This design comes from an exercise in tuning for small area, a short achievable clock period and few clock cycles on the open sky130 flow, not from production work.
In this exercise RTL edits were held to simulation tests only and were not proved equivalent to the original.

[flow/config.mk]
export PLATFORM = sky130hd
export DESIGN_NAME = binimg_cq
export DESIGN_NICKNAME = binimg_cq
export VERILOG_FILES = /design/flow/design.v
export SDC_FILE = /design/flow/constraint.sdc
export NUM_CORES = 4
export LEC_CHECK = 0
export CAP_MARGIN = 20
export CORE_MARGIN = 2
export CORE_UTILIZATION = 40
export SLEW_MARGIN = 20
[flow/constraint.sdc]
create_clock -name core_clock -period 60.0 [get_ports {clk}]
set_input_delay 12.0000 -clock core_clock [delete_from_list [all_inputs] [get_ports {clk}]]
set_output_delay 12.0000 -clock core_clock [all_outputs]
set_load 0.01 [all_outputs]
[flow/design.v]
module cq_lut (
    input  wire [3:0] idx,
    output reg  [8:0] deg
);
    always @(*) begin
        case (idx)
            4'd0:  deg = 9'd0;
            4'd1:  deg = 9'd21;
            4'd2:  deg = 9'd41;
            4'd3:  deg = 9'd62;
            4'd4:  deg = 9'd83;
            4'd5:  deg = 9'd103;
            4'd6:  deg = 9'd124;
            4'd7:  deg = 9'd145;
            4'd8:  deg = 9'd165;
            4'd9:  deg = 9'd186;
            4'd10: deg = 9'd207;
            4'd11: deg = 9'd227;
            4'd12: deg = 9'd248;
            4'd13: deg = 9'd269;
            4'd14: deg = 9'd289;
            default: deg = 9'd310;
        endcase
    end
endmodule
module cq_dec (
    input  wire [7:0]  pix,
    output wire [15:0] q,
    output wire        gray
);
    wire [3:0] h4 = pix[7:4];
    wire [3:0] l4 = pix[3:0];
    wire [8:0] hue;
    cq_lut u_lut (.idx(h4), .deg(hue));
    assign gray = (l4 == 4'd0);
    assign q = gray ? {1'b0, 1'b0, 1'b0, h4, 9'd0}
                    : {1'b1, 1'b1, 1'b0, l4, hue};
endmodule
module cq_enc (
    input  wire [15:0] q,
    output reg  [7:0]  pix,
    output wire        range_err,
    output wire        gray,
    output reg         nomatch,
    output wire        lz
);
    wire       s  = q[15];
    wire       ls = q[14];
    wire [4:0] ln = q[13:9];
    wire [8:0] hue = q[8:0];
    assign range_err = ls ? (ln > 5'd17) : (ln > 5'd15);
    assign gray = ~s;
    wire [10:0] lo_15  = (11'd34 * ln + 11'd15) / 11'd30;
    wire [3:0]  lo     = ls ? ln[3:0] : lo_15[3:0];
    wire [8:0]  hi_17  = (9'd15 * ln) / 9'd17;
    wire [3:0]  hi_g   = ls ? hi_17[3:0] : ln[3:0];
    reg [3:0] idx;
    reg       found;
    reg [8:0] ent;
    integer   i;
    always @(*) begin
        idx   = 4'd0;
        found = 1'b0;
        for (i = 0; i < 16; i = i + 1) begin
            ent = lut_val(i[3:0]);
            if (!found && ent == hue) begin
                idx   = i[3:0];
                found = 1'b1;
            end
        end
    end
    always @(*) begin
        if (s) begin
            pix     = {idx, lo};
            nomatch = ~found;
        end else begin
            pix     = {hi_g, 4'd0};
            nomatch = 1'b0;
        end
    end
    assign lz = s & (lo == 4'd0);
    function [8:0] lut_val(input [3:0] k);
        case (k)
            4'd0:  lut_val = 9'd0;
            4'd1:  lut_val = 9'd21;
            4'd2:  lut_val = 9'd41;
            4'd3:  lut_val = 9'd62;
            4'd4:  lut_val = 9'd83;
            4'd5:  lut_val = 9'd103;
            4'd6:  lut_val = 9'd124;
            4'd7:  lut_val = 9'd145;
            4'd8:  lut_val = 9'd165;
            4'd9:  lut_val = 9'd186;
            4'd10: lut_val = 9'd207;
            4'd11: lut_val = 9'd227;
            4'd12: lut_val = 9'd248;
            4'd13: lut_val = 9'd269;
            4'd14: lut_val = 9'd289;
            default: lut_val = 9'd310;
        endcase
    endfunction
endmodule
module cq_rgb2q (
    input  wire [7:0]  r,
    input  wire [7:0]  g,
    input  wire [7:0]  b,
    output wire [15:0] q,
    output wire        gray
);
    wire [7:0] cmax = (r >= g) ? ((r >= b) ? r : b) : ((g >= b) ? g : b);
    wire [7:0] cmin = (r <= g) ? ((r <= b) ? r : b) : ((g <= b) ? g : b);
    wire [7:0] d    = cmax - cmin;
    wire [8:0] sm   = cmax + cmin;
    assign gray = (d == 8'd0);
    reg [4:0]  k;
    reg [9:0]  kbest_d, kd;
    integer    j;
    always @(*) begin
        k       = 5'd1;
        kbest_d = (sm >= 9'd30) ? (sm - 10'd30) : (10'd30 - sm);
        for (j = 2; j <= 16; j = j + 1) begin
            kd = (sm >= 30 * j) ? (sm - 30 * j) : (30 * j - sm);
            if (kd < kbest_d) begin
                k       = j[4:0];
                kbest_d = kd;
            end
        end
    end
    reg signed [19:0] n;
    always @(*) begin
        if (cmax == r) begin
            n = 20'sd60 * ($signed({12'd0, g}) - $signed({12'd0, b}));
            if (n < 0)
                n = n + 20'sd360 * $signed({12'd0, d});
        end else if (cmax == g) begin
            n = 20'sd60 * ($signed({12'd0, b}) - $signed({12'd0, r})) + 20'sd120 * $signed({12'd0, d});
        end else begin
            n = 20'sd60 * ($signed({12'd0, r}) - $signed({12'd0, g})) + 20'sd240 * $signed({12'd0, d});
        end
    end
    reg [3:0]         hidx;
    reg signed [19:0] hbest_d, hd, t;
    integer           i;
    always @(*) begin
        hidx    = 4'd0;
        hbest_d = (n < 0) ? -n : n;
        for (i = 1; i < 16; i = i + 1) begin
            t  = n - $signed({11'd0, lut_val(i[3:0])}) * $signed({12'd0, d});
            hd = (t < 0) ? -t : t;
            if (hd < hbest_d) begin
                hidx    = i[3:0];
                hbest_d = hd;
            end
        end
    end
    assign q = gray ? {1'b0, 1'b1, k, 9'd0}
                    : {1'b1, 1'b1, k, lut_val(hidx)};
    function [8:0] lut_val(input [3:0] kk);
        case (kk)
            4'd0:  lut_val = 9'd0;
            4'd1:  lut_val = 9'd21;
            4'd2:  lut_val = 9'd41;
            4'd3:  lut_val = 9'd62;
            4'd4:  lut_val = 9'd83;
            4'd5:  lut_val = 9'd103;
            4'd6:  lut_val = 9'd124;
            4'd7:  lut_val = 9'd145;
            4'd8:  lut_val = 9'd165;
            4'd9:  lut_val = 9'd186;
            4'd10: lut_val = 9'd207;
            4'd11: lut_val = 9'd227;
            4'd12: lut_val = 9'd248;
            4'd13: lut_val = 9'd269;
            4'd14: lut_val = 9'd289;
            default: lut_val = 9'd310;
        endcase
    endfunction
endmodule
module cq_q2rgb (
    input  wire [15:0] q,
    output reg  [23:0] rgb,
    output wire        range_err,
    output wire        gray
);
    wire       s   = q[15];
    wire       ls  = q[14];
    wire [4:0] ln  = q[13:9];
    wire [8:0] hue = q[8:0];
    assign range_err = ls ? (ln > 5'd17) : (ln > 5'd15);
    assign gray = ~s;
    wire [4:0] den = ls ? 5'd17 : 5'd15;    
    wire [4:0] u   = ls ? 5'd15 : 5'd17;    
    wire [5:0] two_ln = {ln, 1'b0};
    wire [5:0] dev    = (two_ln >= {1'b0, den}) ? (two_ln - {1'b0, den}) : ({1'b0, den} - two_ln);
    wire [5:0] a_raw  = {1'b0, den} - dev;
    wire [5:0] a      = s ? a_raw : 6'd0;
    wire [4:0] half_a = a[5:1];
    wire [9:0] hi = u * (ln + half_a);      
    wire [9:0] lo = u * (ln - half_a);      
    wire [8:0] hmod = hue % 9'd120;
    wire [6:0] tt   = (hmod >= 9'd60) ? (9'd120 - hmod) : hmod;
    wire [17:0] num = 18'd60 * lo + a * u * tt;
    wire [17:0] mid = num / 18'd60;
    always @(*) begin
        if (hue < 9'd60)       rgb = {hi[7:0],  mid[7:0], lo[7:0]};
        else if (hue < 9'd120) rgb = {mid[7:0], hi[7:0],  lo[7:0]};
        else if (hue < 9'd180) rgb = {lo[7:0],  hi[7:0],  mid[7:0]};
        else if (hue < 9'd240) rgb = {lo[7:0],  mid[7:0], hi[7:0]};
        else if (hue < 9'd300) rgb = {mid[7:0], lo[7:0],  hi[7:0]};
        else                   rgb = {hi[7:0],  lo[7:0],  mid[7:0]};
    end
endmodule
module cq_exec (
    input  wire [31:0] cmd,
    output reg  [31:0] rsp,
    output reg  [63:0] rgba
);
    localparam [3:0] OP_DEC = 4'h1, OP_ENC = 4'h2, OP_RGB2Q = 4'h3, OP_Q2RGB = 4'h4,
                     OP_PACK = 4'h5, OP_UNPACK = 4'h6, OP_LUTRD = 4'h7;
    localparam [3:0] ST_OK = 4'd0, ST_ILLEGAL = 4'd1, ST_QRANGE = 4'd2;
    wire [3:0]  opc = cmd[31:28];
    wire [3:0]  mbz = cmd[27:24];
    wire [23:0] op  = cmd[23:0];
    wire [15:0] dec_q;
    wire        dec_gray;
    cq_dec u_dec (.pix(op[7:0]), .q(dec_q), .gray(dec_gray));
    wire [15:0] r2q_q;
    wire        r2q_gray;
    cq_rgb2q u_rgb2q (.r(op[23:16]), .g(op[15:8]), .b(op[7:0]), .q(r2q_q), .gray(r2q_gray));
    wire [15:0] enc_in = (opc == OP_PACK) ? r2q_q : op[15:0];
    wire [7:0]  enc_pix;
    wire        enc_err, enc_gray, enc_nomatch, enc_lz;
    cq_enc u_enc (.q(enc_in), .pix(enc_pix), .range_err(enc_err), .gray(enc_gray),
                  .nomatch(enc_nomatch), .lz(enc_lz));
    wire [15:0] q2r_in = (opc == OP_UNPACK) ? dec_q : op[15:0];
    wire [23:0] q2r_rgb;
    wire        q2r_err, q2r_gray;
    cq_q2rgb u_q2rgb (.q(q2r_in), .rgb(q2r_rgb), .range_err(q2r_err), .gray(q2r_gray));
    wire [8:0] lut_deg;
    cq_lut u_lut (.idx(op[3:0]), .deg(lut_deg));
    reg illegal;
    always @(*) begin
        case (opc)
            OP_DEC, OP_UNPACK: illegal = (op[23:8] != 16'd0);
            OP_ENC, OP_Q2RGB:  illegal = (op[23:16] != 8'd0);
            OP_RGB2Q, OP_PACK: illegal = 1'b0;
            OP_LUTRD:          illegal = (op[23:4] != 20'd0);
            default:           illegal = 1'b1;
        endcase
        if (mbz != 4'd0)
            illegal = 1'b1;
    end
    always @(*) begin
        rsp  = 32'd0;
        rgba = 64'd0;
        if (illegal) begin
            rsp = {ST_ILLEGAL, 28'd0};
        end else begin
            case (opc)
                OP_DEC:
                    rsp = {ST_OK, 1'b0, 1'b0, 1'b0, dec_gray, 8'd0, dec_q};
                OP_ENC, OP_PACK:
                    if (enc_err)
                        rsp = {ST_QRANGE, 28'd0};
                    else
                        rsp = {ST_OK, 1'b0, enc_lz, enc_nomatch, enc_gray, 16'd0, enc_pix};
                OP_RGB2Q:
                    rsp = {ST_OK, 1'b0, 1'b0, 1'b0, r2q_gray, 8'd0, r2q_q};
                OP_Q2RGB, OP_UNPACK:
                    if (q2r_err) begin
                        rsp = {ST_QRANGE, 28'd0};
                    end else begin
                        rsp  = {ST_OK, 1'b0, 1'b0, 1'b0, q2r_gray, q2r_rgb};
                        rgba = {q2r_rgb[23:16], q2r_rgb[23:16], q2r_rgb[15:8], q2r_rgb[15:8],
                                q2r_rgb[7:0], q2r_rgb[7:0], 16'hFFFF};
                    end
                default:   
                    rsp = {ST_OK, 4'd0, 15'd0, lut_deg};
            endcase
        end
    end
endmodule
module binimg_cq (
    input  wire        clk,
    input  wire        rst,
    input  wire        cmd_valid,
    output wire        cmd_ready,
    input  wire [31:0] cmd_word,
    output wire        rsp_valid,
    input  wire        rsp_ready,
    output wire [31:0] rsp_word,
    output wire [63:0] rsp_rgba16
);
    reg        pend_full;
    reg [31:0] pend_word;
    reg [63:0] pend_rgba;
    wire [31:0] exec_rsp;
    wire [63:0] exec_rgba;
    cq_exec u_exec (.cmd(cmd_word), .rsp(exec_rsp), .rgba(exec_rgba));
    assign cmd_ready  = ~pend_full;
    assign rsp_valid  = pend_full;
    assign rsp_word   = pend_word;
    assign rsp_rgba16 = pend_rgba;
    always @(posedge clk) begin
        if (rst) begin
            pend_full <= 1'b0;
        end else if (cmd_valid && cmd_ready) begin
            pend_full <= 1'b1;
            pend_word <= exec_rsp;
            pend_rgba <= exec_rgba;
        end else if (rsp_valid && rsp_ready) begin
            pend_full <= 1'b0;
        end
    end
endmodule
[flow/run.sh]
#!/bin/bash
# synth_recipe.tcl (not shown) runs the flow's synth.tcl, then flattens the netlist and writes it again
# the make line also repeats each setting of config.mk as NAME=value (left out here)
make -C /OpenROAD-flow-scripts/flow DESIGN_CONFIG=/design/flow/config.mk WORK_HOME=/design/flow/orfs CLKGATE_MAP_FILE= SYNTH_SCRIPT=/design/flow/synth_recipe.tcl finish
==> reports/qor.yml <==
path_class: "in2reg"
grt_pass1_vias: 70220
vias_per_cell: 5.848
grt_max_degree: 55
fin_ws_ns: 1.951
ant_nets: 0
antenna_found_initial: 15
wl_mm: 292.7
grt-ovfl-total: 0
arrival_ns: 58.10
hold_viol_final: 0
area_growth_pct: 20.26
io_pins: 134
critPathMostFrequentCell: "a21o_1"
endpoint_kind: "flop"
synth_seq_cells: 55
synth_edf_count: 54
start_kind: "input pin"
routedWlPerCell_um: 22.94
tightest_slew_ns: 1.183
port_buffers: 130
timing.setup.tns_ns: 0
dp_slack_ns: -0.7442
final_area_um2: 82830
finalSetupViolations: 0
clock_sinks: 55
grt_first_pass_wirelength_mm: 430.9
row_count: 152
yosysSeqAreaShare: 0.02384
status: "finished clean"
path_clk_slew_ns: 0.08
clockBufferDepth: 2
clock_latency_ns: 0.32
critPathMaxStageDelay_ns: 0.67
synth_flop_cell: "edfxtp_1"
fin_crit_sh: 0.9675
drc: 0
drive_above_1_share: 0.1653
syn_area_per_cell_um2: 7.295
core_um2: 171400
cts_root_buf: "clkbuf_16"
period_minus_slack_ns: 58.05
cts_buffers: 5
cp.required_ns: 60.05
clock_skew_ns: 0.01174
hold_class: "reg2reg"
max_freq_mhz: 17.23
crit_fanout: 16
syn_area_um2: 68870
die_h_um: 418.9
drt_iter0_drc: 6814
postSynthCellCount: 9441
cap_viol_max_count: 0
async_flop_share: 0
die_area_um2: 175500
fin_util: 0.4834
vias: 74620
initial_utilization: 0.4019
fillers: 17170
place.gp.congestion: 1.043
dr.pass1.iters: 9
cts_tree: "done"
slowest_stage: "a2111oi_0"
dp_hpwl_mm: 247.4
crit_family: "compound AO/OA/AOI/OAI gates"
max-slew-margin-rel: 0.2115
final_common_cell: "ha_1"
path_buf_inv: 45
die_w_um: 418.9
place_area_um2: 80410
track_usage: 0.3179
layout_common_cells: "1216 x ha_1, 1148 x buf_4, 969 x inv_1"
cts_htree_levels: 2
yosysUniqueCellTypes: 138
final_nets: 11990
drv_slew: 0
ys_warn_count: 6
-- kinds of logic after synthesis --
| family | after synthesis | share of synthesized area |
|---|---|---|
| other | 2 | 0.0001090 |
| buffers and inverters | 1349 | 0.07706 |
| adders and majority gates | 1514 | 0.3037 |
| muxes | 188 | 0.02874 |
| and+or+nand+nor | 2651 | 0.1849 |
| AOI/OAI and AO/OA | 2752 | 0.2632 |
| DFF | 55 | 0.02384 |
| xor gates and xnor gates | 930 | 0.1185 |
-- cell usage after synthesis (54+ instances only) --
cell type	n	area, µm²
ha_1	1242	15540
inv_1	982	3686
nor2_1	819	3074
a21oi_1	795	3979
nand2_1	682	2560
xnor2_1	660	5781
o21ai_0	510	2552
a21o_1	275	2064
xor2_1	269	2356
fa_1	265	5305
clkbuf_1	237	889.6
nor3_1	180	900.9
nand3_1	161	805.8
o21a_1	159	1194
mux2i_1	133	1331
o21bai_1	126	945.9
nand2b_1	125	782.0
a31oi_1	107	669.4
nor2b_1	105	656.9
or3_1	97	606.8
o211ai_1	90	675.7
and2_1	86	538.0
nand4_1	83	519.3
a211oi_1	75	563.0
or2_2	57	356.6
and3_1	56	350.3
edfxtp_1	54	1622
-- area by class of cell --
cell class	instances	area, µm²	area share
Multi-Input combinational cell	8068	63920	0.7718
Sequential cell	55	1642	0.01982
Clock inverter	2	60.06	0.0007251
Tap cell	2310	2890	0.03490
Inverter	1003	3781	0.04565
Timing Repair Buffer	1309	10390	0.1254
Clock buffer	6	128.9	0.001556
Antenna cell	5	12.51	0.0001511
-- registers in the layout (all words and copies together) (netlist names) --
signal,cells
pend_word,29
pend_rgba,25
pend_full,1
-- path summary, 6_finish.rpt --
check | depth (start not counted) | slack [ns] | to | start
worst min-delay path | 1 | 0.58 | pend_full$_SDFFE_PP0P_ | pend_full$_SDFFE_PP0P_
worst min register to register | 1 | 0.58 | pend_full$_SDFFE_PP0P_ | pend_full$_SDFFE_PP0P_
worst max register to register | 2 | 58.44 | pend_word[24]$_SDFFCE_PP0P_ | pend_full$_SDFFE_PP0P_
worst max-delay path | 264 | 1.95 | pend_word[6]$_SDFFCE_PP0P_ | cmd_word[1]
-- routing by layer --
metal  track usage  wire length [µm]
met4        0.1253             15090
met3       0.04518             23750
met5             0                86
met1        0.4274            126200
met2        0.5097            127500
-- what timing repair did --
action                     CTS  global route
pin swaps                    2           160
gates resized for setup     10           377
hold buffers                 0             0
setup endpoints to repair    5            11
buffers inserted             2            69
-- metrics by stage --
step / hold WS (ns) / cells
after floorplan: 0.5416 / 9472
after global placement: 0.5261 / 12680
after detailed placement: 0.5669 / 12680
after CTS: 0.5801 / 12690
after global routing: 0.6091 / 12750
final: 0.5755 / 12760
Testbench counts, summed over its fixed seeds: cycles 160,000.

what the ideal ports hide:
No port has a modelled driver above. Below, the same layout with a new extraction and two added sets of constraints. Step 1 assumes that a clkbuf_16 drives the clock port and a buf_2 every other input. Step 2 moves the port delays by t, midway between the first and last clock arrival at a register: inputs arrive t later, outputs are due t later. That takes back most of the time a late clock gives input paths. a / b / c = ideal / step 1 / step 2; a / b = the first two.
t, ns: 0.353
setup slack, ns: 1.951 / 1.903 / 1.550
hold slack, ns: 0.575 / 0.575 / 0.575
After both steps setup and hold are still met in this run. The setup slack of this run moves by -0.048 ns with the drivers and by -0.401 ns with both steps.
